This design comes from an exercise in tuning for small area, a short achievable clock period and few clock cycles on the open sky130 flow, not from production work.
Function was checked by simulation only, so behaviour that the tests miss may differ from the original.
Power is estimated from default activity; no workload was simulated.

**flow/flow/run.sh**
```bash
#!/bin/bash
set -uo pipefail
bash standard.sh SETUP_SLACK_MARGIN=7 finish > flow_make.log 2>&1
status=$?
echo "standard.sh exit status $status" >> flow_make.log
exit $status
```
**flow/standard.sh**
```bash
#!/bin/bash
# synth_recipe.tcl (not shown) runs the flow's synth.tcl, then flattens the netlist and writes it again
# the make line also repeats each setting of config.mk as NAME=value (left out here)
make -C /OpenROAD-flow-scripts/flow DESIGN_CONFIG=/design/flow/config.mk WORK_HOME=/design/flow/orfs CLKGATE_MAP_FILE= SYNTH_SCRIPT=/design/flow/synth_recipe.tcl "${@:-finish}"
```
**flow/config.mk**
```make
export PLATFORM = sky130hd
export DESIGN_NAME = zs_codec
export DESIGN_NICKNAME = zs_codec
export VERILOG_FILES = /design/flow/design.v
export SDC_FILE = /design/flow/constraint.sdc
export NUM_CORES = 8
export LEC_CHECK = 0
export ABC_CLOCK_PERIOD_IN_PS = 3000
export CAP_MARGIN = 20
export CORE_MARGIN = 2
export CORE_UTILIZATION = 50
export CTS_CLUSTER_DIAMETER = 70
export CTS_CLUSTER_SIZE = 30
export PLACE_DENSITY = 0.65
export SETUP_SLACK_MARGIN = 5
export SLEW_MARGIN = 20
```
**flow/constraint.sdc**
```tcl
create_clock -name core_clock -period 10.0 [get_ports {clk}]
set_input_delay 2.0000 -clock core_clock [delete_from_list [all_inputs] [get_ports {clk}]]
set_output_delay 2.0000 -clock core_clock [all_outputs]
set_load 0.01 [all_outputs]
```
**flow/design.v**
```verilog
module zs_codec (
    input             clk,
    input             rst,           
    input             host_req,
    input             host_we,
    input      [10:0] host_addr,
    input      [7:0]  host_wdata,
    output            host_ready,
    output reg        host_rvalid,
    output reg [7:0]  host_rdata,
    output            tx_valid,
    output     [31:0] tx_frame,      
    input             tx_ready
);
    localparam [7:0] OP_NOP        = 8'h00;
    localparam [7:0] OP_CW_U16     = 8'h10;
    localparam [7:0] OP_CW_BYTES   = 8'h11;
    localparam [7:0] OP_CW_SUBSYS  = 8'h12;
    localparam [7:0] OP_CW_TYPE    = 8'h13;
    localparam [7:0] OP_CW_NAME    = 8'h14;
    localparam [7:0] OP_CW_SER     = 8'h15;
    localparam [7:0] OP_HDR_BYTES  = 8'h20;
    localparam [7:0] OP_HDR_SER    = 8'h21;
    localparam [7:0] OP_FRM_BYTES  = 8'h22;
    localparam [7:0] OP_FRM_SER    = 8'h23;
    localparam [7:0] OP_CHECKSUM   = 8'h30;
    localparam [7:0] OP_ENV_BYTES  = 8'h31;
    localparam [7:0] OP_ENV_SER    = 8'h32;
    localparam [7:0] OP_ENV_CMD    = 8'h33;
    localparam [7:0] OP_LINK_MAKE  = 8'h40;
    localparam [7:0] OP_LINK_ACK   = 8'h41;
    localparam [7:0] OP_LINK_PARSE = 8'h42;
    localparam [3:0] E_OK        = 4'd0;
    localparam [3:0] E_FRAMING   = 4'd1;
    localparam [3:0] E_CHECKSUM  = 4'd2;
    localparam [3:0] E_TRUNC     = 4'd3;
    localparam [3:0] E_VARIANT   = 4'd4;
    localparam [3:0] E_LENGTH    = 4'd5;
    localparam [3:0] E_ILLEGAL   = 4'd6;
    localparam [4:0] I_NOP = 5'd0,
                     I_CW_U16 = 5'd1,
                     I_CW_BYTES = 5'd2,
                     I_CW_SUBSYS = 5'd3,
                     I_CW_TYPE = 5'd4,
                     I_CW_NAME = 5'd5,
                     I_CW_SER = 5'd6,
                     I_HDR_BYTES = 5'd7,
                     I_HDR_SER = 5'd8,
                     I_FRM_BYTES = 5'd9,
                     I_FRM_SER = 5'd10,
                     I_CHECKSUM = 5'd11,
                     I_ENV_BYTES = 5'd12,
                     I_ENV_SER = 5'd13,
                     I_ENV_CMD = 5'd14,
                     I_LINK_MAKE = 5'd15,
                     I_LINK_ACK = 5'd16,
                     I_LINK_PARSE = 5'd17,
                     I_ILL = 5'd31;
    localparam [2:0] G_NONE = 3'd0, G_ENVSER = 3'd1, G_FRMSER = 3'd2,
                     G_LINK = 3'd3, G_FRMFROM = 3'd4, G_ENVFROM = 3'd5,
                     G_CKSUM = 3'd6;
    localparam [2:0] W_IDLE = 3'd0, W_A1 = 3'd1, W_A2 = 3'd2, W_RUN = 3'd3,
                     W_P1 = 3'd4, W_P2 = 3'd5;
    localparam [1:0] OS_PAY = 2'd0, OS_PAY1 = 2'd1, OS_IB = 2'd2;
    function [15:0] crc_m1;
        input [15:0] x;
        begin
            crc_m1[0] = ^(x & 16'h1100);
            crc_m1[1] = ^(x & 16'h2200);
            crc_m1[2] = ^(x & 16'h4400);
            crc_m1[3] = ^(x & 16'h8800);
            crc_m1[4] = ^(x & 16'h1000);
            crc_m1[5] = ^(x & 16'h3100);
            crc_m1[6] = ^(x & 16'h6200);
            crc_m1[7] = ^(x & 16'hC400);
            crc_m1[8] = ^(x & 16'h8801);
            crc_m1[9] = ^(x & 16'h1002);
            crc_m1[10] = ^(x & 16'h2004);
            crc_m1[11] = ^(x & 16'h4008);
            crc_m1[12] = ^(x & 16'h9110);
            crc_m1[13] = ^(x & 16'h2220);
            crc_m1[14] = ^(x & 16'h4440);
            crc_m1[15] = ^(x & 16'h8880);
        end
    endfunction
    function [15:0] crc_m2;
        input [15:0] x;
        begin
            crc_m2[0] = ^(x & 16'h1911);
            crc_m2[1] = ^(x & 16'h3222);
            crc_m2[2] = ^(x & 16'h6444);
            crc_m2[3] = ^(x & 16'hC888);
            crc_m2[4] = ^(x & 16'h9110);
            crc_m2[5] = ^(x & 16'h3B31);
            crc_m2[6] = ^(x & 16'h7662);
            crc_m2[7] = ^(x & 16'hECC4);
            crc_m2[8] = ^(x & 16'hD988);
            crc_m2[9] = ^(x & 16'hB310);
            crc_m2[10] = ^(x & 16'h6620);
            crc_m2[11] = ^(x & 16'hCC40);
            crc_m2[12] = ^(x & 16'h8191);
            crc_m2[13] = ^(x & 16'h0322);
            crc_m2[14] = ^(x & 16'h0644);
            crc_m2[15] = ^(x & 16'h0C88);
        end
    endfunction
    function [15:0] crc_m3;
        input [15:0] x;
        begin
            crc_m3[0] = ^(x & 16'h5819);
            crc_m3[1] = ^(x & 16'hB032);
            crc_m3[2] = ^(x & 16'h6064);
            crc_m3[3] = ^(x & 16'hC0C8);
            crc_m3[4] = ^(x & 16'h8191);
            crc_m3[5] = ^(x & 16'h5B3B);
            crc_m3[6] = ^(x & 16'hB676);
            crc_m3[7] = ^(x & 16'h6CEC);
            crc_m3[8] = ^(x & 16'hD9D9);
            crc_m3[9] = ^(x & 16'hB3B3);
            crc_m3[10] = ^(x & 16'h6766);
            crc_m3[11] = ^(x & 16'hCECC);
            crc_m3[12] = ^(x & 16'hC581);
            crc_m3[13] = ^(x & 16'h8B03);
            crc_m3[14] = ^(x & 16'h1606);
            crc_m3[15] = ^(x & 16'h2C0C);
        end
    endfunction
    function [15:0] crc_m4;
        input [15:0] x;
        begin
            crc_m4[0] = ^(x & 16'h1C58);
            crc_m4[1] = ^(x & 16'h38B0);
            crc_m4[2] = ^(x & 16'h7160);
            crc_m4[3] = ^(x & 16'hE2C0);
            crc_m4[4] = ^(x & 16'hC581);
            crc_m4[5] = ^(x & 16'h975B);
            crc_m4[6] = ^(x & 16'h2EB6);
            crc_m4[7] = ^(x & 16'h5D6C);
            crc_m4[8] = ^(x & 16'hBAD9);
            crc_m4[9] = ^(x & 16'h75B3);
            crc_m4[10] = ^(x & 16'hEB67);
            crc_m4[11] = ^(x & 16'hD6CE);
            crc_m4[12] = ^(x & 16'hB1C5);
            crc_m4[13] = ^(x & 16'h638B);
            crc_m4[14] = ^(x & 16'hC716);
            crc_m4[15] = ^(x & 16'h8E2C);
        end
    endfunction
    function [15:0] crc_m5;
        input [15:0] x;
        begin
            crc_m5[0] = ^(x & 16'h0B1C);
            crc_m5[1] = ^(x & 16'h1638);
            crc_m5[2] = ^(x & 16'h2C71);
            crc_m5[3] = ^(x & 16'h58E2);
            crc_m5[4] = ^(x & 16'hB1C5);
            crc_m5[5] = ^(x & 16'h6897);
            crc_m5[6] = ^(x & 16'hD12E);
            crc_m5[7] = ^(x & 16'hA25D);
            crc_m5[8] = ^(x & 16'h44BA);
            crc_m5[9] = ^(x & 16'h8975);
            crc_m5[10] = ^(x & 16'h12EB);
            crc_m5[11] = ^(x & 16'h25D6);
            crc_m5[12] = ^(x & 16'h40B1);
            crc_m5[13] = ^(x & 16'h8163);
            crc_m5[14] = ^(x & 16'h02C7);
            crc_m5[15] = ^(x & 16'h058E);
        end
    endfunction
    function [15:0] crc_m6;
        input [15:0] x;
        begin
            crc_m6[0] = ^(x & 16'h040B);
            crc_m6[1] = ^(x & 16'h0816);
            crc_m6[2] = ^(x & 16'h102C);
            crc_m6[3] = ^(x & 16'h2058);
            crc_m6[4] = ^(x & 16'h40B1);
            crc_m6[5] = ^(x & 16'h8568);
            crc_m6[6] = ^(x & 16'h0AD1);
            crc_m6[7] = ^(x & 16'h15A2);
            crc_m6[8] = ^(x & 16'h2B44);
            crc_m6[9] = ^(x & 16'h5689);
            crc_m6[10] = ^(x & 16'hAD12);
            crc_m6[11] = ^(x & 16'h5A25);
            crc_m6[12] = ^(x & 16'hB040);
            crc_m6[13] = ^(x & 16'h6081);
            crc_m6[14] = ^(x & 16'hC102);
            crc_m6[15] = ^(x & 16'h8205);
        end
    endfunction
    function [15:0] crc_m7;
        input [15:0] x;
        begin
            crc_m7[0] = ^(x & 16'h9B04);
            crc_m7[1] = ^(x & 16'h3608);
            crc_m7[2] = ^(x & 16'h6C10);
            crc_m7[3] = ^(x & 16'hD820);
            crc_m7[4] = ^(x & 16'hB040);
            crc_m7[5] = ^(x & 16'hFB85);
            crc_m7[6] = ^(x & 16'hF70A);
            crc_m7[7] = ^(x & 16'hEE15);
            crc_m7[8] = ^(x & 16'hDC2B);
            crc_m7[9] = ^(x & 16'hB856);
            crc_m7[10] = ^(x & 16'h70AD);
            crc_m7[11] = ^(x & 16'hE15A);
            crc_m7[12] = ^(x & 16'h59B0);
            crc_m7[13] = ^(x & 16'hB360);
            crc_m7[14] = ^(x & 16'h66C1);
            crc_m7[15] = ^(x & 16'hCD82);
        end
    endfunction
    function [15:0] crc_m8;
        input [15:0] x;
        begin
            crc_m8[0] = ^(x & 16'h859B);
            crc_m8[1] = ^(x & 16'h0B36);
            crc_m8[2] = ^(x & 16'h166C);
            crc_m8[3] = ^(x & 16'h2CD8);
            crc_m8[4] = ^(x & 16'h59B0);
            crc_m8[5] = ^(x & 16'h36FB);
            crc_m8[6] = ^(x & 16'h6DF7);
            crc_m8[7] = ^(x & 16'hDBEE);
            crc_m8[8] = ^(x & 16'hB7DC);
            crc_m8[9] = ^(x & 16'h6FB8);
            crc_m8[10] = ^(x & 16'hDF70);
            crc_m8[11] = ^(x & 16'hBEE1);
            crc_m8[12] = ^(x & 16'hF859);
            crc_m8[13] = ^(x & 16'hF0B3);
            crc_m8[14] = ^(x & 16'hE166);
            crc_m8[15] = ^(x & 16'hC2CD);
        end
    endfunction
    function [15:0] crc_byte;
        input [15:0] c;
        input [7:0]  b;
        begin
            crc_byte = crc_m1(c ^ {b, 8'h00});
        end
    endfunction
    function [4:0] op_index;
        input [7:0] d;
        begin
            case (d)
                OP_NOP: op_index = I_NOP;
                OP_CW_U16: op_index = I_CW_U16;
                OP_CW_BYTES: op_index = I_CW_BYTES;
                OP_CW_SUBSYS: op_index = I_CW_SUBSYS;
                OP_CW_TYPE: op_index = I_CW_TYPE;
                OP_CW_NAME: op_index = I_CW_NAME;
                OP_CW_SER: op_index = I_CW_SER;
                OP_HDR_BYTES: op_index = I_HDR_BYTES;
                OP_HDR_SER: op_index = I_HDR_SER;
                OP_FRM_BYTES: op_index = I_FRM_BYTES;
                OP_FRM_SER: op_index = I_FRM_SER;
                OP_CHECKSUM: op_index = I_CHECKSUM;
                OP_ENV_BYTES: op_index = I_ENV_BYTES;
                OP_ENV_SER: op_index = I_ENV_SER;
                OP_ENV_CMD: op_index = I_ENV_CMD;
                OP_LINK_MAKE: op_index = I_LINK_MAKE;
                OP_LINK_ACK: op_index = I_LINK_ACK;
                OP_LINK_PARSE: op_index = I_LINK_PARSE;
                default: op_index = I_ILL;
            endcase
        end
    endfunction
    function known_subsys;
        input [4:0] c;
        begin
            known_subsys = (c <= 5'h09) || (c == 5'h0F) || (c == 5'h15);
        end
    endfunction
    reg [7:0]  op_r;
    reg [3:0]  err_r;
    reg        done_r;
    reg        sticky_r;
    reg [7:0]  cmd0_r, cmd1_r, len_r;
    reg        variant_r;
    reg [15:0] arg_r;
    reg [15:0] res_r;
    reg [8:0]  consumed_r;
    reg [8:0]  ibuf_len_r;
    reg [8:0]  obuf_len_r;
    reg [7:0]  obc0, obc1, obc2, obc3;       
    reg [7:0]  ibs0, ibs1, ibs2, ibs3, ibs4;  
    reg [8:0]  ibs1p4;                       
    reg [9:0]  ibs0p3, ibs1p5;               
    reg        frm_short, env_short;         
    reg [7:0]  pay0s;                        
    reg        hold_r;                       
    reg        txv_r;
    reg        tx_arm;                       
    reg [2:0]  pend_a;                       
    reg [31:0] txf_r;                        
    reg  [7:0]    ph;
    reg  [2047:0] ibr, payr, obr;
    wire [2047:0] ibr_n, payr_n, obr_n;
    wire [7:0] ib_cur  [0:31];    
    wire [7:0] ib_prt  [0:31];    
    wire [7:0] pay_cur [0:31];    
    wire [7:0] pay_nx  [0:31];    
    wire [7:0] ob_cur  [0:31];
    wire [7:0] ib_nv   [0:31];    
    wire [7:0] pay_nv  [0:31];
    wire [7:0] ob_nv   [0:31];
    genvar gs, gk, gm;
    generate
        for (gs = 0; gs < 256; gs = gs + 1) begin : g_slot
            if (gs % 8 != 0) begin : g_plain
                assign ibr_n [8*gs +: 8] = ibr [8*((gs+1)%256) +: 8];
                assign payr_n[8*gs +: 8] = payr[8*((gs+1)%256) +: 8];
                assign obr_n [8*gs +: 8] = obr [8*((gs+1)%256) +: 8];
            end else begin : g_port
                assign ibr_n [8*gs +: 8] = ib_nv [gs/8];
                assign payr_n[8*gs +: 8] = pay_nv[gs/8];
                assign obr_n [8*gs +: 8] = ob_nv [gs/8];
            end
        end
        for (gk = 0; gk < 32; gk = gk + 1) begin : g_taps
            assign ib_cur [gk] = ibr [8*(8*gk+1) +: 8];
            assign ib_prt [gk] = ibr [8*(8*gk)   +: 8];
            assign pay_cur[gk] = payr[8*(8*gk+1) +: 8];
            assign pay_nx [gk] = payr[8*(8*gk+2) +: 8];
            assign ob_cur [gk] = obr [8*(8*gk+1) +: 8];
        end
    endgenerate
    always @(posedge clk) begin
        ibr  <= ibr_n;
        payr <= payr_n;
        obr  <= obr_n;
    end
    always @(posedge clk) begin
        if (rst) ph <= 8'd0;
        else     ph <= ph + 8'd1;
    end
    reg        e0_v, e1_v;
    reg        e0_we, e1_we;
    reg [7:0]  e0_d, e1_d;
    reg [7:0]  e0_a, e1_a;       
    reg [5:0]  e0_c, e1_c;       
    reg [7:0]  e0_dl, e1_dl;
    reg [4:0]  e0_oi;            
    reg        rdy_r;
    reg [7:0]  nk0, nk4;         
    assign host_ready = rdy_r;
    wire acc = host_req && rdy_r && !rst;
    wire [10:0] ha     = host_addr;
    wire [5:0]  in_c;
    assign in_c[0] = (ha[10:4] == 7'h00);
    assign in_c[1] = (ha[10:8] == 3'h1) && (ha[7:0] < 8'd250);
    assign in_c[2] = (ha[10:8] == 3'h2);
    assign in_c[3] = (ha[10:8] == 3'h4) && (ha[7:2] == 6'd0);
    assign in_c[4] = ((ha[10:8] == 3'h4) && (ha[7:2] != 6'd0)) ||
                     ((ha[10:8] == 3'h5) && (ha[7:2] == 6'd0));
    assign in_c[5] = (ha == 11'h000) && host_we;
    wire [7:0]  in_dl  = ha[7:0] + ((ha[9] | ha[10]) ? nk4 : nk0);
    wire [7:0]  a      = e0_a;
    wire        a_reg  = e0_c[0];
    wire        a_pay  = e0_c[1];
    wire        a_ib   = e0_c[2];
    wire        a_obc  = e0_c[3];
    wire        a_obr  = e0_c[4];
    wire        a_op   = e0_c[5];
    wire        a_ring = a_pay || a_ib || a_obr;
    wire        a_algn = (e0_dl[2:0] == 3'd0);
    wire [4:0]  a_port = e0_dl[7:3];
    reg [2:0]  g_op;          
    reg        g_ph;          
    reg [7:0]  g_n;           
    reg [8:0]  g_p;           
    reg        reg_pend;      
    reg [2:0]  w_st;
    reg [3:0]  w_cnt;
    reg [8:0]  w_len;         
    reg [7:0]  w_e;           
    reg        w_cpo;         
    reg [1:0]  w_osrc;
    reg        w_cpp;         
    reg        w_psrc;        
    reg        w_xib;         
    reg [3:0]  m_a, m_b;      
    reg        m_w;
    reg [15:0] mask;          
    reg [7:0]  xg0, xg1;
    reg [7:0]  xacc;
    reg [7:0]  fcs_r;
    wire w_run  = (w_st == W_RUN);
    wire w_arm  = (w_st == W_A1) || (w_st == W_A2);
    wire w_idle = (w_st == W_IDLE);
    reg [1:0]  tq_st;         
    reg [7:0]  tq_dl;         
    reg [4:0]  tq_port;
    reg [1:0]  tq_cnt;
    reg [1:0]  tq_v;          
    wire [7:0] tq_val = (tq_v == 2'd0) ? res_r[15:8] :
                        (tq_v == 2'd1) ? res_r[7:0]  :
                        (tq_v == 2'd2) ? 8'h7E : xacc;
    wire       tq_w   = (tq_st == 2'd2);
    reg        sv, sfv;
    reg  [8:0] sm;
    reg  [7:0] sx, sf, sfcs;
    reg [15:0] sc;
    reg        pv;
    reg  [7:0] pm;
    reg  [7:0] px;
    reg [1:0]  cr_st;         
    reg [1:0]  zph;           
    reg [2:0]  z_rem;
    reg [5:0]  z_chk;
    reg        st_pay;        
    reg [4:0]  cr_port;
    reg [8:0]  cr_cnt;
    reg [7:0]  crc_b;
    reg        crc_bv;
    reg [15:0] crc_r;
    wire [8:0] m_q9  = w_len + 9'd15 - {5'd0, w_e[3:0]};
    wire [4:0] m_q   = m_q9[8:4];
    wire [3:0] m_an  = 4'd0 - w_e[7:4];
    wire [4:0] m_sum = {1'b0, m_an} + m_q;
    wire [15:0] mask_n;
    generate
        for (gk = 0; gk < 16; gk = gk + 1) begin : g_mask
            wire ge = (gk >= m_a);
            wire lt = (gk <  m_b);
            assign mask_n[gk] = m_w ? (ge | lt) : (ge & lt);
        end
    endgenerate
    always @(posedge clk) begin
        m_a  <= m_an;
        m_b  <= m_sum[3:0];
        m_w  <= m_sum[4];
        mask <= mask_n;
    end
    wire        fcs_take = w_run && (g_op == G_ENVFROM) && !g_ph &&
                           (ph[2:0] == g_n[2:0]);
    wire        cr_algn  = st_pay ? (ph[2:0] == 3'd0) : (ph[2:0] == 3'd4);
    wire [4:0]  cr_p0    = st_pay ? (5'd0 - ph[7:3]) : ~ph[7:3];
    wire        cr_take  = ((cr_st == 2'd1) && cr_algn) || (cr_st == 2'd2);
    wire [4:0]  cr_psel  = (cr_st == 2'd1) ? cr_p0 : cr_port;
    reg  [1:0]  ps_ring;            
    reg  [4:0]  ps_port;
    reg  [1:0]  pg_sel;
    reg  [7:0]  pg [0:3];
    wire [7:0]  pg_out = pg[pg_sel];
    generate
        for (gm = 0; gm < 4; gm = gm + 1) begin : g_rgrp
            wire [5:0] sl = 6'd8 * gm + {3'd0, ps_port[2:0]};
            always @(posedge clk)
                pg[gm] <= (ps_ring == 2'd0) ? payr[64*sl +: 8] :
                          (ps_ring == 2'd1) ? ibr [64*sl +: 8] :
                                              obr [64*sl +: 8];
        end
    endgenerate
    wire eng_idle = (g_op == G_NONE);
    wire cp_young = w_run && !w_cnt[3];
    reg  can;
    always @(*) begin
        can = 1'b0;
        if (e0_v && !reg_pend) begin
            if (e0_we) begin
                if (a_op)
                    can = hold_r || eng_idle;
                else if (a_pay || a_ib)
                    can = hold_r || (eng_idle && a_algn);
                else
                    can = 1'b1;
            end else begin
                if (a_ring)
                    can = a_algn && !w_arm && !(cp_young && a_port[0] &&
                                                 ((a_obr && w_cpo) || (a_pay && w_cpp)));
                else
                    can = 1'b1;
            end
        end
    end
    wire proc    = can;
    wire do_wr   = proc && e0_we && !hold_r;         
    wire issue   = do_wr && a_op;
    wire h_pay_w = do_wr && a_pay;
    wire h_ib_w  = do_wr && a_ib;
    wire [1:0] q_cnt  = {1'b0, e0_v} + {1'b0, e1_v};
    wire [1:0] q_next = q_cnt - {1'b0, proc} + {1'b0, acc};
    always @(posedge clk) begin
        if (rst) begin
            e0_v  <= 1'b0;
            e1_v  <= 1'b0;
            rdy_r <= 1'b0;
            nk0   <= 8'hFF;
            nk4   <= 8'hFB;
        end else begin
            nk0   <= nk0 - 8'd1;
            nk4   <= nk4 - 8'd1;
            rdy_r <= (q_next != 2'd2);
            e0_dl <= e0_dl - 8'd1;
            e1_dl <= e1_dl - 8'd1;
            if (proc || !e0_v) begin
                if (e1_v) begin
                    e0_v <= 1'b1; e0_we <= e1_we; e0_a <= e1_a; e0_d <= e1_d;
                    e0_oi <= op_index(e1_d);
                    e0_c <= e1_c; e0_dl <= e1_dl - 8'd1;
                    e1_v <= acc;
                    if (acc) begin
                        e1_we <= host_we; e1_a <= ha[7:0]; e1_d <= host_wdata;
                        e1_c <= in_c; e1_dl <= in_dl;
                    end
                end else begin
                    e0_v <= acc;
                    if (acc) begin
                        e0_we <= host_we; e0_a <= ha[7:0]; e0_d <= host_wdata;
                        e0_oi <= op_index(host_wdata);
                        e0_c <= in_c; e0_dl <= in_dl;
                    end
                end
            end else if (acc) begin
                e1_v <= 1'b1; e1_we <= host_we; e1_a <= ha[7:0]; e1_d <= host_wdata;
                e1_c <= in_c; e1_dl <= in_dl;
            end
        end
    end
    generate
        for (gk = 0; gk < 32; gk = gk + 1) begin : g_ports
            wire hsel  = (a_port == gk);
            wire ib_w  = h_ib_w  && hsel;
            wire pay_w = h_pay_w && hsel;
            wire cpp   = (gk % 2 == 0) && w_run && w_cpp && mask[gk/2];
            wire cpo   = (gk % 2 == 0) && w_run && w_cpo && mask[gk/2];
            wire tlw   = tq_w && (tq_port == gk);
            assign ib_nv[gk]  = ib_w ? e0_d : ib_cur[gk];
            assign pay_nv[gk] = pay_w ? e0_d :
                                cpp ? (w_psrc ? ib_cur[gk] : ib_prt[gk]) :
                                pay_cur[gk];
            assign ob_nv[gk]  = cpo ? ((w_osrc == OS_PAY)  ? pay_cur[gk] :
                                       (w_osrc == OS_PAY1) ? pay_nx[gk] : ib_prt[gk]) :
                                tlw ? tq_val : ob_cur[gk];
        end
    endgenerate
    reg [7:0] xgrp [0:1];
    integer xi, xm;
    always @(*) begin
        for (xm = 0; xm < 2; xm = xm + 1) begin
            xgrp[xm] = 8'h00;
            for (xi = 8*xm; xi < 8*xm + 8; xi = xi + 1)
                xgrp[xm] = xgrp[xm] ^ ({8{mask[xi] & w_xib}} & ib_cur[2*xi]);
        end
    end
    reg [7:0] rd_reg;
    always @(*) begin
        case (a[3:0])
            4'h0: rd_reg = op_r;
            4'h1: rd_reg = {1'b0, sticky_r, hold_r, done_r, err_r};
            4'h2: rd_reg = cmd0_r;
            4'h3: rd_reg = cmd1_r;
            4'h4: rd_reg = len_r;
            4'h5: rd_reg = {7'd0, variant_r};
            4'h6: rd_reg = arg_r[7:0];
            4'h7: rd_reg = arg_r[15:8];
            4'h8: rd_reg = res_r[7:0];
            4'h9: rd_reg = res_r[15:8];
            4'hA: rd_reg = consumed_r[7:0];
            4'hB: rd_reg = {7'd0, consumed_r[8]};
            4'hC: rd_reg = ibuf_len_r[7:0];
            4'hD: rd_reg = {7'd0, ibuf_len_r[8]};
            4'hE: rd_reg = obuf_len_r[7:0];
            default: rd_reg = {7'd0, obuf_len_r[8]};
        endcase
    end
    wire [7:0] rd_obc = (a[1:0] == 2'd0) ? obc0 : (a[1:0] == 2'd1) ? obc1 :
                        (a[1:0] == 2'd2) ? obc2 : obc3;
    reg       rq1_v, rq1_ring, rq2_v, rq2_ring;
    reg [7:0] rq1_dat, rq2_dat;
    reg       fq1, fq2, cq1, cq2;
    always @(posedge clk) begin
        if (rst) begin
            rq1_v       <= 1'b0;
            rq2_v       <= 1'b0;
            host_rvalid <= 1'b0;
            fq1 <= 1'b0; fq2 <= 1'b0;
            cq1 <= 1'b0; cq2 <= 1'b0;
        end else begin
            rq1_v       <= proc && !e0_we;
            rq2_v       <= rq1_v;
            host_rvalid <= rq2_v;
            fq1 <= fcs_take; fq2 <= fq1;
            cq1 <= cr_take;  cq2 <= cq1;
        end
        rq1_ring <= a_ring;
        rq1_dat  <= a_reg ? rd_reg : a_obc ? rd_obc : 8'h00;
        rq2_ring <= rq1_ring;
        rq2_dat  <= rq1_dat;
        pg_sel   <= ps_port[4:3];
        host_rdata <= !rq2_v ? 8'h00 : rq2_ring ? pg_out : rq2_dat;
        if (cr_take) begin
            ps_ring <= st_pay ? 2'd0 : 2'd1; ps_port <= cr_psel;
        end else if (fcs_take) begin
            ps_ring <= 2'd1; ps_port <= g_n[7:3] - ph[7:3];
        end else begin
            ps_ring <= a_pay ? 2'd0 : a_ib ? 2'd1 : 2'd2;
            ps_port <= a_port;
        end
    end
    wire [7:0]  ack_b   = 8'h80 | {5'd0, pend_a};
    wire [15:0] ack_crc = crc_byte(16'h0000, ack_b);
    always @(posedge clk)
        txf_r <= {8'h7E, ack_crc[7:0], ack_crc[15:8], ack_b};
    always @(posedge clk)
        txv_r <= !rst && (tx_arm || (txv_r && !tx_ready));
    assign tx_valid = txv_r;
    assign tx_frame = txf_r;
    wire   tx_acc   = !rst && txv_r && tx_ready;
    reg        ak_pend;
    reg [1:0]  ak_cnt;
    wire       ak_fire = ak_pend && ((ak_cnt == 2'd0) || (ak_cnt == 2'd1 && proc));
    wire [7:0] wd       = e0_d;
    wire [8:0] il_wr    = a[0] ? {wd[0], ibuf_len_r[7:0]} : {ibuf_len_r[8], wd};
    wire [8:0] il_new   = (il_wr > 9'd256) ? 9'd256 : il_wr;
    wire [7:0] ack_c    = 8'h80 | {5'd0, arg_r[2:0]};
    wire [8:0] lk_p     = ibuf_len_r;
    wire       lk_fast  = sv && (sm == ibuf_len_r);
    wire       es_fast  = (len_r == 8'd0) || (pv && pm == len_r);
    wire [7:0] es_fold  = len_r ^ cmd0_r ^ cmd1_r;
    task complete;
        input [3:0] e;
        begin
            err_r  <= e;
            done_r <= 1'b1;
            if (e != E_OK)
                sticky_r <= 1'b1;
        end
    endtask
    task sweep;
        input [1:0] lo_code;      
        input [8:0] len;
        begin
            w_len <= len;
            w_e   <= ph + ((lo_code == 2'd0) ? 8'd3 : (lo_code == 2'd1) ? 8'd7 : 8'd6);
            w_st  <= W_A1;
        end
    endtask
    task tail;
        input [7:0] lo;
        input [1:0] n;
        input [1:0] v;
        reg   [7:0] d;
        begin
            d = lo - ph - 8'd1;
            tq_cnt <= n;
            tq_v   <= v;
            tq_dl  <= d;
            tq_port <= d[7:3];
            tq_st  <= (d[2:0] == 3'd0) ? 2'd2 : 2'd1;
        end
    endtask
    always @(posedge clk) begin
        if (rst) begin
            op_r       <= 8'h00;
            err_r      <= E_OK;
            done_r     <= 1'b0;
            sticky_r   <= 1'b0;
            cmd0_r     <= 8'h00;
            cmd1_r     <= 8'h00;
            len_r      <= 8'h00;
            variant_r  <= 1'b0;
            arg_r      <= 16'h0000;
            res_r      <= 16'h0000;
            consumed_r <= 9'd0;
            ibuf_len_r <= 9'd0;
            obuf_len_r <= 9'd0;
            frm_short  <= 1'b1;
            env_short  <= 1'b1;
            hold_r     <= 1'b0;
            tx_arm     <= 1'b0;
            ak_pend    <= 1'b0;
            ak_cnt     <= 2'd0;
            g_op       <= G_NONE;
            w_st       <= W_IDLE;
            w_cpo      <= 1'b0;
            w_cpp      <= 1'b0;
            w_xib      <= 1'b0;
            reg_pend   <= 1'b0;
            tq_st      <= 2'd0;
            cr_st      <= 2'd0;
            crc_bv     <= 1'b0;
            xg0 <= 8'h00; xg1 <= 8'h00;
            sv         <= 1'b0;
            sfv        <= 1'b0;
            pv         <= 1'b0;
        end else begin
            if (proc && e0_we && a_reg && a[3:0] == 4'h1 && wd[6])
                sticky_r <= 1'b0;
            if (do_wr && a_reg) begin
                case (a[3:0])
                    4'h2: cmd0_r    <= wd;
                    4'h3: cmd1_r    <= wd;
                    4'h4: len_r     <= wd;
                    4'h5: variant_r <= wd[0];
                    4'h6: arg_r[7:0]  <= wd;
                    4'h7: arg_r[15:8] <= wd;
                    4'hC, 4'hD: begin
                        ibuf_len_r <= il_new;
                        frm_short  <= {1'b0, il_new} < ibs0p3;
                        env_short  <= {1'b0, il_new} < ibs1p5;
                    end
                    default: ;
                endcase
            end
            if (h_ib_w) begin
                case (a[7:0])
                    8'd0: begin
                        ibs0      <= wd;
                        ibs0p3    <= 10'd3 + {2'd0, wd};
                        frm_short <= {1'b0, ibuf_len_r} < 10'd3 + {2'd0, wd};
                    end
                    8'd1: begin
                        ibs1      <= wd;
                        ibs1p4    <= 9'd4 + {1'b0, wd};
                        ibs1p5    <= 10'd5 + {2'd0, wd};
                        env_short <= {1'b0, ibuf_len_r} < 10'd5 + {2'd0, wd};
                    end
                    8'd2: ibs2 <= wd;
                    8'd3: ibs3 <= wd;
                    8'd4: ibs4 <= wd;
                    default: ;
                endcase
                if (a[7:0] == 8'd0) begin
                    sv  <= 1'b1;
                    sm  <= 9'd1;
                    sx  <= wd;
                    sc  <= crc_byte(16'h0000, wd);
                    sfv <= 1'b0;
                end else if (sv && {1'b0, a[7:0]} == sm) begin
                    sm <= sm + 9'd1;
                    sx <= sx ^ wd;
                    sc <= crc_byte(sc, wd);
                    if (sm == ibs1p4) begin
                        sf   <= sx ^ ibs0;
                        sfcs <= wd;
                        sfv  <= 1'b1;
                    end
                end else
                    sv <= 1'b0;
            end
            if (h_pay_w) begin
                if (a[7:0] == 8'd0)
                    pay0s <= wd;
                if (a[7:0] == 8'd0) begin
                    pv <= 1'b1;
                    pm <= 8'd1;
                    px <= wd;
                end else if (pv && a[7:0] == pm) begin
                    pm <= pm + 8'd1;
                    px <= px ^ wd;
                end else
                    pv <= 1'b0;
            end
            if (tx_arm)
                tx_arm <= 1'b0;
            if (tx_acc) begin
                ak_pend <= 1'b1;
                ak_cnt  <= q_next;
            end else if (ak_pend) begin
                if (ak_fire) begin
                    ak_pend    <= 1'b0;
                    hold_r     <= 1'b0;
                    obc0       <= txf_r[7:0];
                    obc1       <= txf_r[15:8];
                    obc2       <= txf_r[23:16];
                    obc3       <= 8'h7E;
                    obuf_len_r <= 9'd4;
                    res_r      <= {txf_r[15:8], txf_r[23:16]};
                    complete(E_OK);
                end else if (proc)
                    ak_cnt <= ak_cnt - 2'd1;
            end
            if (w_run && w_xib) begin
                xg0 <= xgrp[0]; xg1 <= xgrp[1];
            end else begin
                xg0 <= 8'h00; xg1 <= 8'h00;
            end
            xacc <= xacc ^ xg0 ^ xg1 ^ ((crc_bv && st_pay) ? crc_b : 8'h00);
            if (fq2)
                fcs_r <= pg_out;
            if (crc_bv && !st_pay)
                crc_r <= crc_byte(crc_r, crc_b);
            crc_bv <= cq2;
            if (cq2)
                crc_b <= pg_out;
            if (cr_st == 2'd1 && cr_algn) begin
                cr_port <= cr_p0;
                cr_cnt  <= cr_cnt - 9'd1;
                cr_st   <= (cr_cnt == 9'd1) ? 2'd0 : 2'd2;
            end else if (cr_st == 2'd2) begin
                cr_cnt <= cr_cnt - 9'd1;
                if (cr_cnt == 9'd1)
                    cr_st <= 2'd0;
            end else if (cr_st == 2'd3) begin
                case (zph)
                    2'd0: begin
                        case (z_rem)
                            3'd1: crc_r <= crc_m1(crc_r);
                            3'd2: crc_r <= crc_m2(crc_r);
                            3'd3: crc_r <= crc_m3(crc_r);
                            3'd4: crc_r <= crc_m4(crc_r);
                            3'd5: crc_r <= crc_m5(crc_r);
                            3'd6: crc_r <= crc_m6(crc_r);
                            default: crc_r <= crc_m7(crc_r);
                        endcase
                        zph <= (z_chk != 6'd0) ? 2'd1 : 2'd2;
                    end
                    2'd1: begin
                        crc_r <= crc_m8(crc_r);
                        z_chk <= z_chk - 6'd1;
                        if (z_chk == 6'd1)
                            zph <= 2'd2;
                    end
                    default: begin
                        crc_r <= crc_r ^ sc;
                        cr_st <= 2'd0;
                    end
                endcase
            end
            w_e <= w_e + 8'd1;
            case (w_st)
                W_A1: w_st <= W_A2;
                W_A2: begin
                    w_st  <= W_RUN;
                    w_cnt <= 4'd0;
                end
                W_RUN: begin
                    w_cnt <= w_cnt + 4'd1;
                    if (w_cnt == 4'd15) begin
                        if (w_xib)
                            w_st <= W_P1;       
                        else begin
                            w_st  <= W_IDLE;
                            w_cpo <= 1'b0;
                            w_cpp <= 1'b0;
                        end
                    end
                end
                W_P1: w_st <= W_P2;
                W_P2: begin
                    w_st  <= W_IDLE;
                    w_cpo <= 1'b0;
                    w_cpp <= 1'b0;
                    w_xib <= 1'b0;
                end
                default: ;
            endcase
            if (tq_st == 2'd1) begin
                tq_dl <= tq_dl - 8'd1;
                if (tq_dl[2:0] == 3'd1) begin
                    tq_st   <= 2'd2;
                    tq_port <= tq_dl[7:3];
                end
            end else if (tq_st == 2'd2) begin
                tq_v   <= tq_v + 2'd1;
                tq_cnt <= tq_cnt - 2'd1;
                if (tq_cnt == 2'd1)
                    tq_st <= 2'd0;
            end
            if (g_op != G_NONE) begin
                case (g_op)
                    G_ENVSER: begin
                        if (!g_ph) begin
                            if (cr_st == 2'd0 && !cq1 && !cq2 && !crc_bv) begin
                                tail(g_n, 2'd1, 2'd3);
                                reg_pend <= 1'b0;
                                g_ph     <= 1'b1;
                            end
                        end else if (w_idle && tq_st == 2'd0)
                            g_op <= G_NONE;
                    end
                    G_LINK: begin
                        if (!g_ph) begin
                            if (cr_st == 2'd0 && !cq1 && !cq2 && !crc_bv) begin
                                res_r    <= crc_r;
                                reg_pend <= 1'b0;
                                g_ph     <= 1'b1;
                                case (g_p)
                                    9'd0: begin obc1 <= crc_r[15:8]; obc2 <= crc_r[7:0]; obc3 <= 8'h7E; end
                                    9'd1: begin obc2 <= crc_r[15:8]; obc3 <= crc_r[7:0]; end
                                    9'd2: begin obc3 <= crc_r[15:8]; end
                                    default: ;
                                endcase
                                if (g_p >= 9'd3)
                                    tail(g_p[7:0] - 8'd3, 2'd3, 2'd0);
                                else if (g_p != 9'd0)
                                    tail(8'd0, g_p[1:0], 2'd3 - g_p[1:0]);
                            end
                        end else if (w_idle && tq_st == 2'd0)
                            g_op <= G_NONE;
                    end
                    G_ENVFROM: begin
                        if (!g_ph) begin
                            if (w_idle) begin
                                reg_pend <= 1'b0;
                                if (fcs_r != xacc) begin
                                    complete(E_CHECKSUM);
                                    g_op <= G_NONE;
                                end else if (g_n > 8'd250) begin
                                    complete(E_LENGTH);
                                    g_op <= G_NONE;
                                end else begin
                                    variant_r  <= 1'b0;
                                    len_r      <= g_n;
                                    cmd0_r     <= ibs2;
                                    cmd1_r     <= ibs3;
                                    res_r      <= {8'd0, xacc};
                                    consumed_r <= 9'd5 + {1'b0, g_n};
                                    complete(E_OK);
                                    pv <= 1'b1;
                                    pm <= g_n;
                                    px <= xacc ^ ibs1 ^ ibs2 ^ ibs3;
                                    g_ph <= 1'b1;
                                    if (g_n == 8'd0)
                                        g_op <= G_NONE;
                                    else begin
                                        pay0s  <= ibs4;
                                        w_cpp  <= 1'b1;
                                        w_psrc <= 1'b1;
                                        sweep(2'd0, {1'b0, g_n});
                                    end
                                end
                            end
                        end else if (w_idle)
                            g_op <= G_NONE;
                    end
                    G_CKSUM: begin
                        if (w_idle) begin
                            res_r    <= {8'd0, xacc};
                            reg_pend <= 1'b0;
                            g_op     <= G_NONE;
                        end
                    end
                    default: begin
                        if (w_idle)
                            g_op <= G_NONE;
                    end
                endcase
            end
            if (issue) begin
                op_r   <= wd;
                done_r <= 1'b0;
                g_ph   <= 1'b0;
                case (e0_oi)
                    I_NOP: complete(E_OK);
                    I_CW_U16: begin
                        cmd0_r <= arg_r[7:0];
                        cmd1_r <= arg_r[15:8];
                        complete(E_OK);
                    end
                    I_CW_BYTES: begin
                        if (ibuf_len_r < 9'd2)
                            complete(E_TRUNC);
                        else begin
                            cmd0_r     <= ibs0;
                            cmd1_r     <= ibs1;
                            consumed_r <= 9'd2;
                            complete(E_OK);
                        end
                    end
                    I_CW_SUBSYS: begin
                        res_r <= known_subsys(cmd0_r[4:0]) ? {11'd0, cmd0_r[4:0]} : 16'd0;
                        complete(E_OK);
                    end
                    I_CW_TYPE: begin
                        res_r <= {13'd0, cmd0_r[7:5]};
                        complete(E_OK);
                    end
                    I_CW_NAME: begin
                        res_r <= {7'd0, known_subsys(cmd0_r[4:0]), 3'd0, cmd0_r[4:0]};
                        complete(E_OK);
                    end
                    I_CW_SER: begin
                        obc0 <= cmd0_r;
                        obc1 <= cmd1_r;
                        obuf_len_r <= 9'd2;
                        complete(E_OK);
                    end
                    I_HDR_BYTES: begin
                        if (ibuf_len_r < 9'd3)
                            complete(E_TRUNC);
                        else if (ibs0 > 8'd250)
                            complete(E_LENGTH);
                        else begin
                            len_r      <= ibs0;
                            cmd0_r     <= ibs1;
                            cmd1_r     <= ibs2;
                            consumed_r <= 9'd3;
                            complete(E_OK);
                        end
                    end
                    I_HDR_SER: begin
                        obc0 <= len_r;
                        obc1 <= cmd0_r;
                        obc2 <= cmd1_r;
                        obuf_len_r <= 9'd3;
                        complete(E_OK);
                    end
                    I_FRM_BYTES: begin
                        if (ibuf_len_r < 9'd3)
                            complete(E_TRUNC);
                        else if (ibs0 > 8'd250)
                            complete(E_LENGTH);
                        else if (frm_short)
                            complete(E_TRUNC);
                        else begin
                            len_r      <= ibs0;
                            cmd0_r     <= ibs1;
                            cmd1_r     <= ibs2;
                            consumed_r <= 9'd3 + {1'b0, ibs0};
                            complete(E_OK);
                            if (ibs0 != 8'd0) begin
                                pay0s  <= ibs3;
                                pv     <= 1'b0;
                                g_op   <= G_FRMFROM;
                                w_cpp  <= 1'b1;
                                w_psrc <= 1'b0;
                                sweep(2'd0, {1'b0, ibs0});
                            end
                        end
                    end
                    I_FRM_SER: begin
                        if (len_r > 8'd250)
                            complete(E_LENGTH);
                        else begin
                            obc0 <= len_r;
                            obc1 <= cmd0_r;
                            obc2 <= cmd1_r;
                            if (len_r != 8'd0)
                                obc3 <= pay0s;
                            obuf_len_r <= 9'd3 + {1'b0, len_r};
                            complete(E_OK);
                            if (len_r > 8'd1) begin
                                g_op   <= G_FRMSER;
                                w_cpo  <= 1'b1;
                                w_osrc <= OS_PAY1;
                                sweep(2'd0, {1'b0, len_r - 8'd1});
                            end
                        end
                    end
                    I_CHECKSUM: begin
                        xacc <= 8'h00;
                        complete(E_OK);
                        if (ibuf_len_r == 9'd0)
                            res_r <= 16'd0;
                        else if (sv && sm == ibuf_len_r)
                            res_r <= {8'd0, sx};
                        else begin
                            reg_pend <= 1'b1;
                            g_op     <= G_CKSUM;
                            w_xib    <= 1'b1;
                            sweep(2'd1, ibuf_len_r);
                        end
                    end
                    I_ENV_BYTES: begin
                        xacc <= 8'h00;
                        if (ibuf_len_r < 9'd1 || ibs0 != 8'hFE)
                            complete(E_FRAMING);
                        else if (ibuf_len_r < 9'd2)
                            complete(E_FRAMING);
                        else if (env_short)
                            complete(E_FRAMING);
                        else if (sv && sfv) begin
                            if (sfcs != sf)
                                complete(E_CHECKSUM);
                            else if (ibs1 > 8'd250)
                                complete(E_LENGTH);
                            else begin
                                variant_r  <= 1'b0;
                                len_r      <= ibs1;
                                cmd0_r     <= ibs2;
                                cmd1_r     <= ibs3;
                                res_r      <= {8'd0, sf};
                                consumed_r <= 9'd5 + {1'b0, ibs1};
                                complete(E_OK);
                                pv <= 1'b1;
                                pm <= ibs1;
                                px <= sf ^ ibs1 ^ ibs2 ^ ibs3;
                                if (ibs1 != 8'd0) begin
                                    pay0s  <= ibs4;
                                    g_op   <= G_ENVFROM;
                                    g_ph   <= 1'b1;
                                    g_n    <= ibs1;
                                    w_cpp  <= 1'b1;
                                    w_psrc <= 1'b1;
                                    sweep(2'd0, {1'b0, ibs1});
                                end
                            end
                        end else begin
                            reg_pend <= 1'b1;
                            g_op     <= G_ENVFROM;
                            g_n      <= ibs1;
                            w_xib    <= 1'b1;
                            sweep(2'd2, {1'b0, ibs1} + 9'd3);
                        end
                    end
                    I_ENV_SER: begin
                        if (variant_r)
                            complete(E_VARIANT);
                        else if (len_r > 8'd250)
                            complete(E_LENGTH);
                        else begin
                            obc0 <= 8'hFE;
                            obc1 <= len_r;
                            obc2 <= cmd0_r;
                            obc3 <= cmd1_r;
                            obuf_len_r <= 9'd5 + {1'b0, len_r};
                            complete(E_OK);
                            g_op <= G_ENVSER;
                            g_n  <= len_r;
                            if (len_r != 8'd0) begin
                                w_cpo  <= 1'b1;
                                w_osrc <= OS_PAY;
                                sweep(2'd0, {1'b0, len_r});
                            end
                            if (es_fast) begin
                                xacc <= es_fold ^ (len_r == 8'd0 ? 8'h00 : px);
                                g_ph <= 1'b1;
                                tail(len_r, 2'd1, 2'd3);
                            end else begin
                                xacc     <= es_fold;
                                reg_pend <= 1'b1;
                                st_pay   <= 1'b1;
                                cr_st    <= 2'd1;
                                cr_cnt   <= {1'b0, len_r};
                            end
                        end
                    end
                    I_ENV_CMD: begin
                        if (variant_r)
                            complete(E_VARIANT);
                        else begin
                            res_r <= {cmd1_r, cmd0_r};
                            complete(E_OK);
                        end
                    end
                    I_LINK_MAKE: begin
                        obc0 <= arg_r[7:0];
                        if (lk_p >= 9'd1) obc1 <= ibs0;
                        if (lk_p >= 9'd2) obc2 <= ibs1;
                        if (lk_p >= 9'd3) obc3 <= ibs2;
                        obuf_len_r <= lk_p + 9'd4;
                        complete(E_OK);
                        reg_pend <= 1'b1;
                        g_op     <= G_LINK;
                        g_p      <= lk_p;
                        crc_r    <= crc_byte(16'h0000, arg_r[7:0]);
                        st_pay   <= 1'b0;
                        if (lk_p != 9'd0) begin
                            cr_st  <= lk_fast ? 2'd3 : 2'd1;
                            cr_cnt <= lk_p;
                            z_rem  <= lk_p[2:0];
                            z_chk  <= lk_p[8:3];
                            zph    <= (lk_p[2:0] != 3'd0) ? 2'd0 : 2'd1;
                        end
                        if (lk_p >= 9'd4) begin
                            w_cpo  <= 1'b1;
                            w_osrc <= OS_IB;
                            sweep(2'd0, lk_p - 9'd3);
                        end
                    end
                    I_LINK_ACK: begin
                        pend_a   <= arg_r[2:0];
                        hold_r   <= 1'b1;
                        tx_arm   <= 1'b1;
                    end
                    I_LINK_PARSE: begin
                        res_r <= {9'd0, arg_r[6:4] + 3'd1, arg_r[3], arg_r[6:4]};
                        complete(E_OK);
                    end
                    default: complete(E_ILLEGAL);
                endcase
            end
        end
    end
endmodule
```
==> impl_metrics.tcl, run 1 <==
set metrics [dict create \
    post-route-period-util 0.349 \
    ys_ff_latch 6780 \
    fillCellCount 31192 \
    worstPathRequired_ns 8.00 \
    postCtsHoldBufs 0 \
    fin_skew_ns 0.0781 \
    clock-root-buffer "clkbuf_16" \
    peakVddDrop_uv 184 \
    cts_tree "done" \
    io_buffers 46 \
    worst_slack_ns 6.51 \
    rr_worst_depth 15 \
    final_nets 15343 \
    synthMuxAreaShare 0.0673 \
    whs_path_depth 0 \
    synth_edf_count 365 \
    yosys_warnings 3 \
    gp_congestion 0.999 \
    grt_pass1_vias 104612 \
    hold_class "reg2reg" \
    synth_compound_area_frac 0.0762 \
    slew_headroom 0.184 \
    max_cap_viol_count 0 \
    p_clk_frac 0.332 \
    final-seq-area_mm2 0.139 \
    synthFlopType "dfxtp_1" \
    clk_latency_ns 0.98 \
    arrival_ns 1.49 \
    synth-xor-area-share 0.0377 \
    track_usage 0.282 \
    cts_buffers 309 \
    drive_above_1_share 0.149 \
    vias_per_cell 5.54 \
    swShare 0.233 \
    p_leak_nw 82.3 \
    path_class "reg2out" \
    tightest_slew_ns 1.22 \
    cpMaxStageDelayCell "dfxtp_4" \
    synthSimpleGateAreaFrac 0.0631 \
    synth_top_family_by_area "compound AO/OA/AOI/OAI gates" \
    r2r_start "g_p[0]$_DFFE_PP_" \
    hold_viol_final 0 \
    tns_ns 0 \
    critPathMaxStageDelay_ns 0.41 \
    first_pass_iters 10 \
    rr_endpoint "tq_port[4]$_DFFE_PN_" \
    dieArea_mm2 0.390 \
    drcViolationCount 0 \
    seqPwrFrac 0.621 \
    multiInputGateArea_mm2 0.0523 \
    seq_area_frac_synth 0.725 \
    critPathCaptureType "output port" \
    cts_max_path_buffers 4 \
    hold_end "payr[942]$_DFF_P_" \
    final_cell_mix "6374 x dfxtp_1, 1146 x nand2_1, 849 x o21ai_0" \
    cp.buffers_inverters 1 \
    fp.dieW_um 624 \
    min_period_ns 3.49 \
    die_y_um 624 \
    dp_hpwl_mm 372 \
    async_flop_share 0 \
    grt_max_degree 137 \
    netlist_area_mm2 0.192 \
    path_clk_slew_ns 0.10 \
    path_delay_family "flip-flops" \
    internal-power_mw 34.4 \
    p_comb_frac 0.047 \
    synth_adder_area_share 0.0104 \
    holdCritStartpoint "payr[950]$_DFF_P_" \
    cts.sinks 6780 \
    wl_mm 568 \
    report.final.slew_viol_count 0 \
    setup_viol 0 \
    status "complete, no violations" \
    core_area_mm2 0.383 \
    vias 112859 \
    areaGrowthSynthToFinish_pct 12.0 \
    power-per-cell-area_mw_per_mm2 208 \
    routedWlPerCell_um 27.9 \
    pre_cts_ws_ns 5.17 \
    grt_first_pass_wirelength_mm 785 \
    syn_area_per_cell_um2 12.8 \
    yosysUniqueCellTypes 125 \
    row_count 227 \
    max_freq_mhz 286 \
    path_max_fanout 6 \
    antenna_found_initial 40 \
    mostFrequentLayoutCell "dfxtp_1" \
    syn_inst 15003 \
    rsz0062_at_grt "true" \
    ios 67 \
    start_util 0.503 \
    overflow 0 \
    drtAntennaViolNets 0 \
    r2r_slack_ns 6.79 \
    final_core_util 0.563 \
    crit_chain "buf_6" \
    switchingPower_mw 10.4 \
    crit_path_start_kind "flip-flop" \
    drtIter0Drc 13159 \
    htree_levels 5 \
]
-- routing by layer --
metal,global-route usage,share of wire,vias to the layer above
met3,0.0591,0.088,1534
met2,0.420,0.43,5249
li1,-,-,50871
met5,0,0.00020,-
met1,0.386,0.42,55189
met4,0.149,0.063,16
-- sequential cells by signal (all words and copies together), names as in the netlist, 16 cells and up --
| signal | flops |
|---|---|
| arg_r | 16 |
| crc_r | 16 |
| ibr | 2048 |
| mask | 16 |
| obr | 2048 |
| payr | 2048 |
| pg | 32 |
| res_r | 16 |
| sc | 16 |
-- power groups by stage --
stage               Sequential, mW  Clock, mW  Combinational (mW)
floorplan                     28.2          0                1.25
global placement              28.5          0                1.83
detailed placement            28.5          0                1.83
CTS                           27.9       15.1                1.99
global route                  27.9       16.1                2.18
finish                        27.9       14.9                2.10
-- area by class of cell --
cell class,count,share of cell area
antenna,29,0.000337
clock buffer,336,0.0372
clock inverter,110,0.00792
inverter,161,0.00317
multi-input combinational,7271,0.243
sequential,6780,0.648
tap,5038,0.0293
timing repair buffer,644,0.0315
timing repair inverter,3,0.000116
-- synth_stat cells (all sizes together) (68+ instances only) --
library cell	instances	area, µm²
dfxtp	6415	128000
nand2	1188	4460
o21ai	947	4750
nor2	846	3290
a21oi	701	3520
clkbuf	611	2290
xnor2	531	4730
mux2	492	5540
mux2i	486	4860
edfxtp	365	11000
xor2	266	2350
buf	203	1010
inv	155	582
a211oi	149	1120
nand3	147	761
ha	142	1780
nor3	138	728
mux4	113	2540
o22ai	88	551
a22oi	77	583
and3	68	425
nor2b	68	425
-- through the flow --
stage                     instance area [µm²]  hold slack (ns)  instances  power [mW]
after floorplan                        193000            0.310      15021        29.4
after global placement                 199000            0.309      19558        30.3
after detailed placement               199000            0.312      19561        30.3
after CTS                              213000            0.248      20203        45.0
after global routing                   215000            0.267      20344        46.1
final                                  215000            0.270      20372        44.9
-- what timing repair did --
item                       in CTS  in global routing
cloned                         17                  6
setup buffers                 179                133
pin swaps                      92                122
gates resized for setup       655                320
setup endpoints to repair    1107                622
-- worst max-delay path by stage --
stage	from	slack, ns	cells after the start	end
after detailed placement	rst	5.17	7	e1_d[6]$_DFFE_PP_
after CTS	tx_frame[22]$_DFF_P_	6.46	1	tx_frame[22]
after global routing	tx_frame[22]$_DFF_P_	6.49	1	tx_frame[13]
after floorplan	host_addr[9]	5.77	15	e0_dl[6]$_DFFE_PN_
final	tx_frame[22]$_DFF_P_	6.51	1	tx_frame[22]
after global placement	rst	5.19	7	e1_d[4]$_DFFE_PP_
-- cell families (layout without fill, tap and decap cells) --
logic type / after synthesis / count (layout)
compound gates: 2455 / 2457
xor+xnor: 804 / 804
fa+ha+maj: 158 / 158
simple gates: 2738 / 2741
flops: 6780 / 6780
buf+inv: 975 / 1254
other cells: 2 / 49
mux: 1091 / 1091
Testbench counts, summed over its fixed seeds: cycles 111,956.
==> run 2: changes to the inputs <==
--- a/flow/design.v
+++ b/flow/design.v
@@ -263,6 +263,18 @@
             endcase
         end
     endfunction
+    function reg_only;
+        input [4:0] i;
+        begin
+            case (i)
+                I_NOP, I_CW_U16, I_CW_BYTES, I_CW_SUBSYS, I_CW_TYPE, I_CW_NAME,
+                I_CW_SER, I_HDR_BYTES, I_HDR_SER, I_ENV_CMD, I_LINK_PARSE, I_ILL:
+                    reg_only = 1'b1;
+                default:
+                    reg_only = 1'b0;
+            endcase
+        end
+    endfunction
     function known_subsys;
         input [4:0] c;
         begin
@@ -339,6 +351,7 @@
     reg [5:0]  e0_c, e1_c;       
     reg [7:0]  e0_dl, e1_dl;
     reg [4:0]  e0_oi;            
+    reg        e0_ro;            
     reg        rdy_r;
     reg [7:0]  nk0, nk4;         
     assign host_ready = rdy_r;
@@ -391,8 +404,8 @@
     reg [4:0]  tq_port;
     reg [1:0]  tq_cnt;
     reg [1:0]  tq_v;          
-    wire [7:0] tq_val = (tq_v == 2'd0) ? res_r[15:8] :
-                        (tq_v == 2'd1) ? res_r[7:0]  :
+    wire [7:0] tq_val = (tq_v == 2'd0) ? crc_r[15:8] :
+                        (tq_v == 2'd1) ? crc_r[7:0]  :
                         (tq_v == 2'd2) ? 8'h7E : xacc;
     wire       tq_w   = (tq_st == 2'd2);
     reg        sv, sfv;
@@ -451,6 +464,10 @@
         end
     endgenerate
     wire eng_idle = (g_op == G_NONE);
+    wire eng_ib   = (g_op == G_LINK) || (g_op == G_FRMFROM) || (g_op == G_ENVFROM) ||
+                    (g_op == G_CKSUM);
+    wire eng_pay  = (g_op == G_ENVSER) || (g_op == G_FRMSER) || (g_op == G_FRMFROM) ||
+                    (g_op == G_ENVFROM);
     wire cp_young = w_run && !w_cnt[3];
     reg  can;
     always @(*) begin
@@ -458,9 +475,9 @@
         if (e0_v && !reg_pend) begin
             if (e0_we) begin
                 if (a_op)
-                    can = hold_r || eng_idle;
+                    can = hold_r || eng_idle || e0_ro;
                 else if (a_pay || a_ib)
-                    can = hold_r || (eng_idle && a_algn);
+                    can = hold_r || ((a_pay ? !eng_pay : !eng_ib) && a_algn);
                 else
                     can = 1'b1;
             end else begin
@@ -496,6 +513,7 @@
                 if (e1_v) begin
                     e0_v <= 1'b1; e0_we <= e1_we; e0_a <= e1_a; e0_d <= e1_d;
                     e0_oi <= op_index(e1_d);
+                    e0_ro <= reg_only(op_index(e1_d));
                     e0_c <= e1_c; e0_dl <= e1_dl - 8'd1;
                     e1_v <= acc;
                     if (acc) begin
@@ -507,6 +525,7 @@
                     if (acc) begin
                         e0_we <= host_we; e0_a <= ha[7:0]; e0_d <= host_wdata;
                         e0_oi <= op_index(host_wdata);
+                        e0_ro <= reg_only(op_index(host_wdata));
                         e0_c <= in_c; e0_dl <= in_dl;
                     end
                 end
@@ -940,7 +959,6 @@
             if (issue) begin
                 op_r   <= wd;
                 done_r <= 1'b0;
-                g_ph   <= 1'b0;
                 case (e0_oi)
                     I_NOP: complete(E_OK);
                     I_CW_U16: begin
@@ -1089,6 +1107,7 @@
                         end else begin
                             reg_pend <= 1'b1;
                             g_op     <= G_ENVFROM;
+                            g_ph     <= 1'b0;
                             g_n      <= ibs1;
                             w_xib    <= 1'b1;
                             sweep(2'd2, {1'b0, ibs1} + 9'd3);
@@ -1107,6 +1126,7 @@
                             obuf_len_r <= 9'd5 + {1'b0, len_r};
                             complete(E_OK);
                             g_op <= G_ENVSER;
+                            g_ph <= 1'b0;
                             g_n  <= len_r;
                             if (len_r != 8'd0) begin
                                 w_cpo  <= 1'b1;
@@ -1143,6 +1163,7 @@
                         complete(E_OK);
                         reg_pend <= 1'b1;
                         g_op     <= G_LINK;
+                        g_ph     <= 1'b0;
                         g_p      <= lk_p;
                         crc_r    <= crc_byte(16'h0000, arg_r[7:0]);
                         st_pay   <= 1'b0;
--- a/flow/config.mk
+++ b/flow/config.mk
@@ -8,9 +8,9 @@
 export ABC_CLOCK_PERIOD_IN_PS = 3000
 export CAP_MARGIN = 20
 export CORE_MARGIN = 2
-export CORE_UTILIZATION = 50
+export CORE_UTILIZATION = 58
 export CTS_CLUSTER_DIAMETER = 70
 export CTS_CLUSTER_SIZE = 30
-export PLACE_DENSITY = 0.65
+export PLACE_DENSITY = 0.72
 export SETUP_SLACK_MARGIN = 5
 export SLEW_MARGIN = 20
==> run 2 against run 1 <==
  * Now fails the layout checks on antenna rules
  * Synthesized area down 0.42%
  * Count of clock-buffer cells in the layout down 24
  * Power down 1.8%
  * Sequential cell count up 1
  * Core utilization up 10 points
  * Largest cell class unchanged
  * Largest power group unchanged
==> impl_metrics.tcl, run 2 <==
set metrics [dict create \
    report.final.slew_viol_count 0 \
    cts_buffers 292 \
    p_leak_nw 83.9 \
    holdCritStartpoint "ibr[61]$_DFF_P_" \
    final_area_mm2 0.218 \
    worstPathRequired_ns 8.00 \
    cp.buffers_inverters 1 \
    overflow 0 \
    max_freq_mhz 284 \
    seq_area_frac_synth 0.728 \
    vias 115520 \
    path_max_fanout 2 \
    seqPwrFrac 0.632 \
    dieArea_mm2 0.335 \
    drcViolationCount 0 \
    path_class "reg2out" \
    rr_worst_depth 11 \
    path_delay_family "flip-flops" \
    cts.sinks 6781 \
    r2r_start "e0_we$_DFFE_PP_" \
    arrival_ns 1.52 \
    grt_max_degree 125 \
    track_usage 0.343 \
    syn_inst 14852 \
    path_clk_slew_ns 0.11 \
    dp_hpwl_mm 376 \
    grt_pass1_vias 106679 \
    placed_area_mm2 0.197 \
    wl_mm 598 \
    p_clk_frac 0.318 \
    cpMaxStageDelayCell "dfxtp_4" \
    max_cap_viol_count 0 \
    hold_viol_final 0 \
    synth_edf_count 366 \
    routedWlPerCell_um 30.3 \
    cts_max_path_buffers 4 \
    clock-root-buffer "clkbuf_16" \
    switchingPower_mw 10.2 \
    syn_area_per_cell_um2 12.9 \
    row_count 210 \
    async_flop_share 0 \
    synth_top_area_share 0.671 \
    synth_area_leader_cell "dfxtp_1" \
    power-per-cell-area_mw_per_mm2 202 \
    fin_skew_ns 0.0805 \
    critPathCaptureType "output port" \
    grt_first_pass_wirelength_mm 809 \
    synthFlopType "dfxtp_1" \
    clk_latency_ns 0.99 \
    setup_viol 0 \
    internal-power_mw 33.9 \
    total_power_mw 44.1 \
    ys_ff_latch 6781 \
    yosysUniqueCellTypes 108 \
    areaGrowthSynthToFinish_pct 14.0 \
    drtAntennaViolNets 1 \
    htree_levels 5 \
    first_pass_iters 7 \
    fp.dieW_um 579 \
    start_util 0.584 \
    gp_congestion 1.05 \
    core_area_mm2 0.328 \
    antenna_found_initial 52 \
    swShare 0.231 \
    die_y_um 579 \
    synth_most_common_cell "dfxtp_1" \
    netlist_area_mm2 0.191 \
    final_core_util 0.666 \
    crit_path_start_kind "flip-flop" \
    top_regs "ibr (2048), obr (2048), payr (2048)" \
    min_period_ns 3.52 \
    whs_path_depth 0 \
    p_comb_frac 0.050 \
    slew_headroom 0.111 \
    status "complete, but fails checks" \
    synth_area_leaders "dfxtp_1 67%, edfxtp_1 5.7%, mux2i_1 2.6%, xnor2_1 2.5%, mux2_2 2.3%" \
    crit_chain "buf_6" \
    synth.cells.most_frequent "6415 x dfxtp_1, 1103 x nand2_1, 926 x nor2_1, 807 x a21oi_1, 742 x o21ai_0" \
    vias_per_cell 5.85 \
    tightest_slew_ns 1.33 \
    io_buffers 46 \
    rsz0062_at_grt "true" \
    finalHoldWorstSlack_ns 0.277 \
    critPathMaxStageDelay_ns 0.43 \
    so_faults "antenna rules" \
    dpl.cell_count 18725 \
    post-route-period-util 0.352 \
    hold_end "ibr[53]$_DFF_P_" \
    final_nets 15449 \
    drtIter0Drc 13765 \
    rr_endpoint "px[3]$_DFFE_PN_" \
    tns_ns 0 \
    ios 67 \
    postCtsHoldBufs 0 \
    pre_cts_ws_ns 4.79 \
    peakVddDrop_uv 170 \
    final_cell_mix "6376 x dfxtp_1, 887 x nand2_1, 851 x nor2_1" \
    cts_tree "done" \
    yosys_warnings 3 \
    fin_cells 19739 \
    worst_slack_ns 6.48 \
    mostFrequentLayoutCell "dfxtp_1" \
    drive_above_1_share 0.178 \
    r2r_slack_ns 6.52 \
    hold_class "reg2reg" \
]
run 2: changes by cell type after synthesis, sizes merged, moves of 23 or more:
cell / previous run / this run
nor2: 846 / 956
buf: 203 / 178
o211ai: 63 / 86
a21oi: 701 / 807
and3: 68 / 40
nand2: 1188 / 1104
o21ai: 947 / 752
a22oi: 77 / 48
nand3: 147 / 108
run 2: how the worst max path moves through the flow:
| stage | end | slack [ns] | startpoint | cells after the start |
|---|---|---|---|---|
| 5_1_grt | tx_frame[13] | 6.48 | tx_frame[22]$_DFF_P_ | 1 |
| 6_report | host_ready | 6.48 | rdy_r$_SDFF_PP0_ | 1 |
| 3_3_place_gp | z_chk[0]$_DFFE_PN_ | 4.85 | g_op[1]$_SDFF_PP0_ | 11 |
| 3_5_place_dp | z_chk[0]$_DFFE_PN_ | 4.79 | g_op[1]$_SDFF_PP0_ | 11 |
| 4_1_cts | host_ready | 6.47 | rdy_r$_SDFF_PP0_ | 1 |
| 2_1_floorplan | e0_dl[6]$_DFFE_PN_ | 5.97 | host_addr[10] | 13 |
run 2: power groups by stage:
stage	clock network [mW]	logic, mW	registers (mW)
floorplan	0	1.21	28.2
global placement	0	1.84	28.5
detailed placement	0	1.84	28.5
CTS	14.1	2.03	27.8
global route	15.0	2.26	27.9
finish	14.0	2.20	27.9
run 2: kinds of logic (layout without fill, tap and decap cells):
group | Yosys count | after routing | synth area share
other | 2 | 52 | 0.0000392
buffers and inverters | 950 | 1420 | 0.0198
adder cells (fa/ha/maj) | 159 | 159 | 0.0105
XOR/XNOR | 810 | 810 | 0.0372
flip-flops | 6781 | 6781 | 0.728
AND/OR/NAND/NOR | 2660 | 2681 | 0.0608
multiplexers | 1099 | 1099 | 0.0681
AO/OA/AOI/OAI | 2391 | 2391 | 0.0754
run 2: final cells by class:
cell class | count | area [µm²]
Antenna cell | 32 | 80.1
Clock buffer | 312 | 7520
Clock inverter | 67 | 1060
Fill cell | 23507 | 110000
Inverter | 162 | 688
Multi-Input combinational cell | 7160 | 54100
Sequential cell | 6781 | 140000
Tap cell | 4346 | 5440
Timing Repair Buffer | 878 | 9830
Timing Repair inverter | 1 | 7.51
run 2: timing repair:
| action | 4_1_cts | 5_1_grt |
|---|---|---|
| pin swaps | 170 | 267 |
| resized for setup | 1003 | 900 |
| cloned | 40 | 30 |
| endpoints found under the setup margin | 1261 | 1048 |
| setup buffers | 327 | 204 |
run 2: metal layers:
layer,track usage,share of wire
met5,0,0.00017
met4,0.224,0.081
met3,0.0801,0.10
met2,0.504,0.42
met1,0.457,0.40
Testbench counts of run 2, summed over its fixed seeds: cycles 111,708.

## what the ideal ports hide
The results above use ideal ports. As a check the final layouts listed here were re-extracted and re-timed, cells and wires unchanged. Step 1 assumes that a clkbuf_16 drives the clock port and a buf_2 every other input. Step 2 times the ports against the registers' clock, not the clock port: input delays grow and output delays shrink by t, the midpoint of the rising clock arrivals with the driver on. Three values: ideal, step 1, step 2; two values: the first two.
run | t (ns) | setup slack, ns | worst setup path at the end
run 1 | 1.060 | 6.506 / 6.399 / 5.734 | input to register
run 2 | 1.067 | 6.477 / 6.365 / 5.651 | input to register
The setup slack of run 2, which loses most, moves by -0.112 ns with the drivers and by -0.826 ns with both steps.
